Background: an optimization exercise with open tools, aiming at small area, a short achievable clock period and few clock cycles. Do not read the settings as production practice.
The RTL was checked by simulation tests, not by an equivalence proof against the original design.

Design qpsk_isb, start of the top module:
module qpsk_isb (
    input  wire        clk,
    input  wire        rst,
    input  wire        cmd_valid,
    output wire        cmd_ready,
    input  wire [7:0]  cmd_op,
    input  wire [15:0] cmd_a0,
    input  wire [15:0] cmd_a1,
    output reg         rsp_valid,
    output reg         rsp_fault,
    output reg  [2:0]  rsp_cause,
    output reg  [15:0] rsp_r0,
    output reg  [15:0] rsp_r1
);
    localparam TMAX = 16;
    localparam RLAT = 13;                
    localparam OP_NOP    = 8'h00;
    localparam OP_INIT   = 8'h01;
    localparam OP_PUSH   = 8'h10;
    localparam OP_INTERP = 8'h15;
    localparam C_ILLEGAL_OP     = 3'd1;
    localparam C_NOT_CONFIGURED = 3'd2;
    localparam C_BAD_CONFIG     = 3'd3;
    localparam C_WINDOW_RANGE   = 3'd5;
    reg        configured;
    reg [4:0]  t_len;                    
    reg [3:0]  wp;                       
    reg [16*TMAX-1:0] dli;               
    reg [16*TMAX-1:0] dlq;               
    reg        c_valid;
    reg        c_nop, c_init, c_push, c_interp;
    reg        c_tok;                    
    reg [15:0] c_a0;
    reg [15:0] c_a1;
    reg [7:0]  c_sh4;                    
    reg [8:0]  c_nsh;                    
    reg        rdy;                      
    assign cmd_ready = rdy;
    wire issue;
    always @(posedge clk) begin
        if (rst)
            c_valid <= 1'b0;
        else if (rdy)
            c_valid <= cmd_valid;
        else if (issue)
            c_valid <= 1'b0;
        if (rdy) begin
            c_nop    <= (cmd_op == OP_NOP);
            c_init   <= (cmd_op == OP_INIT);
            c_push   <= (cmd_op == OP_PUSH);
            c_interp <= (cmd_op == OP_INTERP);
            c_tok    <= (cmd_a0[7:0] >= 8'd8) && (cmd_a0[7:0] <= TMAX);
            c_a0     <= cmd_a0;
            c_a1     <= cmd_a1;
            c_sh4    <= cmd_a0[15:8] + 8'd4;
            c_nsh    <= 9'd0 - {cmd_a0[15], cmd_a0[15:8]};
        end
    end
    wire op_legal = c_nop || c_init || c_push || c_interp;
    wire signed [7:0] sh   = c_a0[15:8];
  ...
Settings: LEC_CHECK=0, CAP_MARGIN=20, CORE_MARGIN=2, CORE_UTILIZATION=40, CTS_CLUSTER_DIAMETER=160, CTS_CLUSTER_SIZE=24, SLEW_MARGIN=20, SYNTH_MEMORY_MAX_BITS=131072; clock period 13.0 ns.
standard.sh (not shown) runs the stock make flow with config.mk's settings and CLKGATE_MAP_FILE= SYNTH_SCRIPT=/design/flow/synth_recipe.tcl, a recipe that flattens the netlist after the stock synthesis.
==> flow/flow/run.sh <==
#!/bin/bash
# Layout: the standard flow (standard.sh, which runs ORFS from synthesis
# to the final layout at the design's clock period and constraints), with
# ORFS's timing repair (after floorplan, clock-tree synthesis and global
# routing) asked to leave a setup margin of 9.3 ns, and to work on every
# endpoint. The make output goes to standard_flow.log; ORFS keeps each
# step's log under orfs/logs/.
set -euo pipefail
bash standard.sh SETUP_SLACK_MARGIN=9.3 TNS_END_PERCENT=100 finish > standard_flow.log 2>&1
Testbench counts at the start, summed over its fixed seeds: cycles 8,138.
Edit:
--- a/flow/design.v
+++ b/flow/design.v
@@ -1002,28 +1002,29 @@
     reg        c_valid;
     reg        c_nop, c_init, c_push, c_interp;
     reg        c_tok;                    
     reg [15:0] c_a0;
     reg [15:0] c_a1;
     reg [7:0]  c_sh4;                    
     reg [8:0]  c_nsh;                    
     reg        rdy;                      
     assign cmd_ready = rdy;
     wire issue;
+    wire c_free = !c_valid || issue;
     always @(posedge clk) begin
         if (rst)
             c_valid <= 1'b0;
         else if (rdy)
             c_valid <= cmd_valid;
         else if (issue)
             c_valid <= 1'b0;
-        if (rdy) begin
+        if (c_free) begin
             c_nop    <= (cmd_op == OP_NOP);
             c_init   <= (cmd_op == OP_INIT);
             c_push   <= (cmd_op == OP_PUSH);
             c_interp <= (cmd_op == OP_INTERP);
             c_tok    <= (cmd_a0[7:0] >= 8'd8) && (cmd_a0[7:0] <= TMAX);
             c_a0     <= cmd_a0;
             c_a1     <= cmd_a1;
             c_sh4    <= cmd_a0[15:8] + 8'd4;
             c_nsh    <= 9'd0 - {cmd_a0[15], cmd_a0[15:8]};
         end
@@ -1222,33 +1223,45 @@
             t_len      <= c_a0[4:0];
             wp         <= 4'd0;
         end else if (do_push) begin
             wp <= ({1'b0, wp} == t_len - 5'd1) ? 4'd0 : wp + 4'd1;
         end
     end
     wire [3:0] p_s  = cu_ps;
     wire [3:0] p_b  = cu_pg;
     wire       by2  = (cu_t == 2'd0) && w2_v;
     wire       by3  = (cu_t != 2'd2) && w3_v;
+    function [15:0] sel16;
+        input [16*TMAX-1:0] dl;
+        input [3:0]  p;
+        reg   [15:0] oh;
+        integer      n;
+        begin
+            oh    = 16'd1 << p;
+            sel16 = 16'd0;
+            for (n = 0; n < TMAX; n = n + 1)
+                sel16 = sel16 | (dl[16*n +: 16] & {16{oh[n]}});
+        end
+    endfunction
     function [15:0] rd;
         input [16*TMAX-1:0] dl;
         input [3:0]  p;
         input        b2, b3;
         input [3:0]  p2, p3;
         input [15:0] d2, d3;
         begin
             if (b2 && p2 == p)
                 rd = d2;
             else if (b3 && p3 == p)
                 rd = d3;
             else
-                rd = dl[16*p +: 16];
+                rd = sel16(dl, p);
         end
     endfunction
     reg [15:0] ri_s, ri_b, rq_s, rq_b;
     reg [9:0]  r_ms;
     reg [14:0] r_mb;
     reg        r_ngs;
     reg        r_v, r_first, r_last;
     wire [9:0]  ms;
     wire [14:0] mb;
     isb_taps u_taps (.jj(cu_jj), .qq(cu_qq), .ms(ms), .mb(mb));
The changed run produced a clean layout.
Global-route usage increases by 2.7 points.
Fmax increases by 3.7%.
Cell count increases by 4.1%.
Setup slack gets better by 0.14 ns.
Clock-buffer cell count increases by 1.
Testbench counts after the change, summed over its fixed seeds: cycles 8,138.


Setup of run F:
Another version of the RTL of qpsk_isb (not shown whole).
Size in the first run: about 1200 flip-flops, roughly 81 I/O pins, about 74000 sq um of cells after synthesis.
export LEC_CHECK = 0
export CAP_MARGIN = 20
export CORE_MARGIN = 2
export CORE_UTILIZATION = 40
export SLEW_MARGIN = 20
export SYNTH_MEMORY_MAX_BITS = 131072
create_clock -name core_clock -period 13.0 [get_ports {clk}]
run.sh (not shown) runs the stock make flow with config.mk's settings and CLKGATE_MAP_FILE= SYNTH_SCRIPT=/design/flow/synth_recipe.tcl, a recipe that flattens the netlist after the stock synthesis.
Stock flow here: none of the scripts above is used.
Testbench counts of run F, summed over its fixed seeds: cycles 8,130.
Relative to run F, the following input files were edited for run Z:
--- a/flow/design.v
+++ b/flow/design.v
@@ -1217,23 +1217,23 @@
     output wire        cmd_ready,
     input  wire [7:0]  cmd_op,
     input  wire [15:0] cmd_a0,
     input  wire [15:0] cmd_a1,
     output reg         rsp_valid,
     output reg         rsp_fault,
     output reg  [2:0]  rsp_cause,
     output reg  [15:0] rsp_r0,
     output reg  [15:0] rsp_r1
 );
     localparam TMAX = 16;
-    localparam RLAT = 12;                
+    localparam RLAT = 11;                
     localparam OP_NOP    = 8'h00;
     localparam OP_INIT   = 8'h01;
     localparam OP_PUSH   = 8'h10;
     localparam OP_INTERP = 8'h15;
     localparam C_ILLEGAL_OP     = 3'd1;
     localparam C_NOT_CONFIGURED = 3'd2;
     localparam C_BAD_CONFIG     = 3'd3;
     localparam C_WINDOW_RANGE   = 3'd5;
     reg        configured;
     reg [4:0]  t_len;                    
     reg [3:0]  wp;                       
@@ -1453,71 +1453,55 @@
         input [3:0]  p2, p3;
         input [15:0] d2, d3;
         begin
             if (b2 && p2 == p)
                 rd = d2;
             else if (b3 && p3 == p)
                 rd = d3;
             else
                 rd = dl[16*p +: 16];
         end
     endfunction
-    reg [15:0] ri_s, ri_b, rq_s, rq_b;
-    reg [9:0]  r_ms;
-    reg [14:0] r_mb;
-    reg        r_ngs;
-    reg        r_v, r_first, r_last;
     wire [1:0] qq = cu_flip ? ~cu_q : cu_q;
     wire [9:0]  ms;
     wire [14:0] mb;
     isb_taps u_taps (.jj(cu_jj), .qq(qq), .ms(ms), .mb(mb));
     wire ng_s = (cu_q == 2'd0) || (cu_q == 2'd3);
     wire [5:0] ds_one, ds_two, ds_neg;
     wire [7:0] db_one, db_two, db_neg;
-    isb_benc_s u_bs (.m(r_ms), .ng(r_ngs),  .one(ds_one), .two(ds_two), .neg(ds_neg));
-    isb_benc_b u_bb (.m(r_mb), .ng(!r_ngs), .one(db_one), .two(db_two), .neg(db_neg));
+    isb_benc_s u_bs (.m(ms), .ng(ng_s),  .one(ds_one), .two(ds_two), .neg(ds_neg));
+    isb_benc_b u_bb (.m(mb), .ng(!ng_s), .one(db_one), .two(db_two), .neg(db_neg));
     reg [15:0] xi_s, xi_b, xq_s, xq_b;
     reg [5:0]  s_one, s_two, s_neg;
     reg [7:0]  b_one, b_two, b_neg;
     reg        m_v, m_first, m_last, a_done;
     reg [30:0] as_i, ac_i, as_q, ac_q;
     wire [30:0] ns_i, nc_i, ns_q, nc_q;
     always @(posedge clk) begin
-        ri_s    <= rd(dli, p_s, by2, by3, w2_p, w3_p, w2_i, w3_i);
-        ri_b    <= rd(dli, p_b, by2, by3, w2_p, w3_p, w2_i, w3_i);
-        rq_s    <= rd(dlq, p_s, by2, by3, w2_p, w3_p, w2_q, w3_q);
-        rq_b    <= rd(dlq, p_b, by2, by3, w2_p, w3_p, w2_q, w3_q);
-        r_ms    <= ms;
-        r_mb    <= mb;
-        r_ngs   <= ng_s;
-        r_first <= (cu_r == 2'd0);
-        r_last  <= (cu_r == 2'd3);
-        xi_s    <= ri_s;
-        xi_b    <= ri_b;
-        xq_s    <= rq_s;
-        xq_b    <= rq_b;
+        xi_s    <= rd(dli, p_s, by2, by3, w2_p, w3_p, w2_i, w3_i);
+        xi_b    <= rd(dli, p_b, by2, by3, w2_p, w3_p, w2_i, w3_i);
+        xq_s    <= rd(dlq, p_s, by2, by3, w2_p, w3_p, w2_q, w3_q);
+        xq_b    <= rd(dlq, p_b, by2, by3, w2_p, w3_p, w2_q, w3_q);
         s_one   <= ds_one;
         s_two   <= ds_two;
         s_neg   <= ds_neg;
         b_one   <= db_one;
         b_two   <= db_two;
         b_neg   <= db_neg;
-        m_first <= r_first;
-        m_last  <= r_last;
+        m_first <= (cu_r == 2'd0);
+        m_last  <= (cu_r == 2'd3);
         if (rst) begin
-            r_v    <= 1'b0;
             m_v    <= 1'b0;
             a_done <= 1'b0;
         end else begin
-            r_v    <= cu_act;
-            m_v    <= r_v;
+            m_v    <= cu_act;
             a_done <= m_v && m_last;
         end
         as_i <= ns_i;
         ac_i <= nc_i;
         as_q <= ns_q;
         ac_q <= nc_q;
     end
     isb_mac u_mac_i (.xs(xi_s), .ones(s_one), .twos(s_two), .negs(s_neg),
                      .xb(xi_b), .oneb(b_one), .twob(b_two), .negb(b_neg),
                      .first(m_first), .s_in(as_i), .c_in(ac_i), .s_out(ns_i), .c_out(nc_i));
     isb_mac u_mac_q (.xs(xq_s), .ones(s_one), .twos(s_two), .negs(s_neg),
## What came out
- Run Z reports a lower final cell count than run F does.
- Via count came out lower on run Z than on run F.
- Run Z against run F; area of the core is down by a few percent.
- Any difference in final standard cell utilization of the core between run Z and run F is small enough to ignore.
- [run Z] summed instance area of the synthesized netlist fell 2100 sq um relative to run F
- In the metrics for run Z and run F, the one carrying the lower simple-gate area share of the yosys netlist is run Z.
Testbench counts of run Z, summed over its fixed seeds: cycles 8,122.

-- re-timing with driven ports --
The flow's constraints put no driver on any port. The routed layouts listed below were extracted and timed again, unchanged, in two steps. Step 1, drivers: a clkbuf_16 drives clk and a buf_2 each remaining input, both assumed. Step 2 times the ports against the registers' clock, not the clock port: input delays grow and output delays shrink by t, the midpoint of the rising clock arrivals with the driver on. Slacks: ideal / step 1 / step 2; pairs: ideal / step 1.
run	t (ns)	setup slack, ns	latest minus earliest clock arrival (ns)	worst register clock-pin slew, ns
the first run of note 1	0.790	9.022 / 8.944 / 8.752	0.050 / 0.051	0.12 / 0.12
the second run of note 1	0.812	9.165 / 9.083 / 8.760	0.054 / 0.054	0.11 / 0.11
run F	0.879	7.117 / 7.117 / 7.117	0.070 / 0.071	0.07 / 0.07
run Z	0.854	6.994 / 6.994 / 6.994	0.065 / 0.064	0.08 / 0.08
After both steps every run listed still meets setup and hold. For the second run of note 1, which loses most, drivers alone change the setup slack by -0.082 ns; drivers and shift together by -0.405 ns.
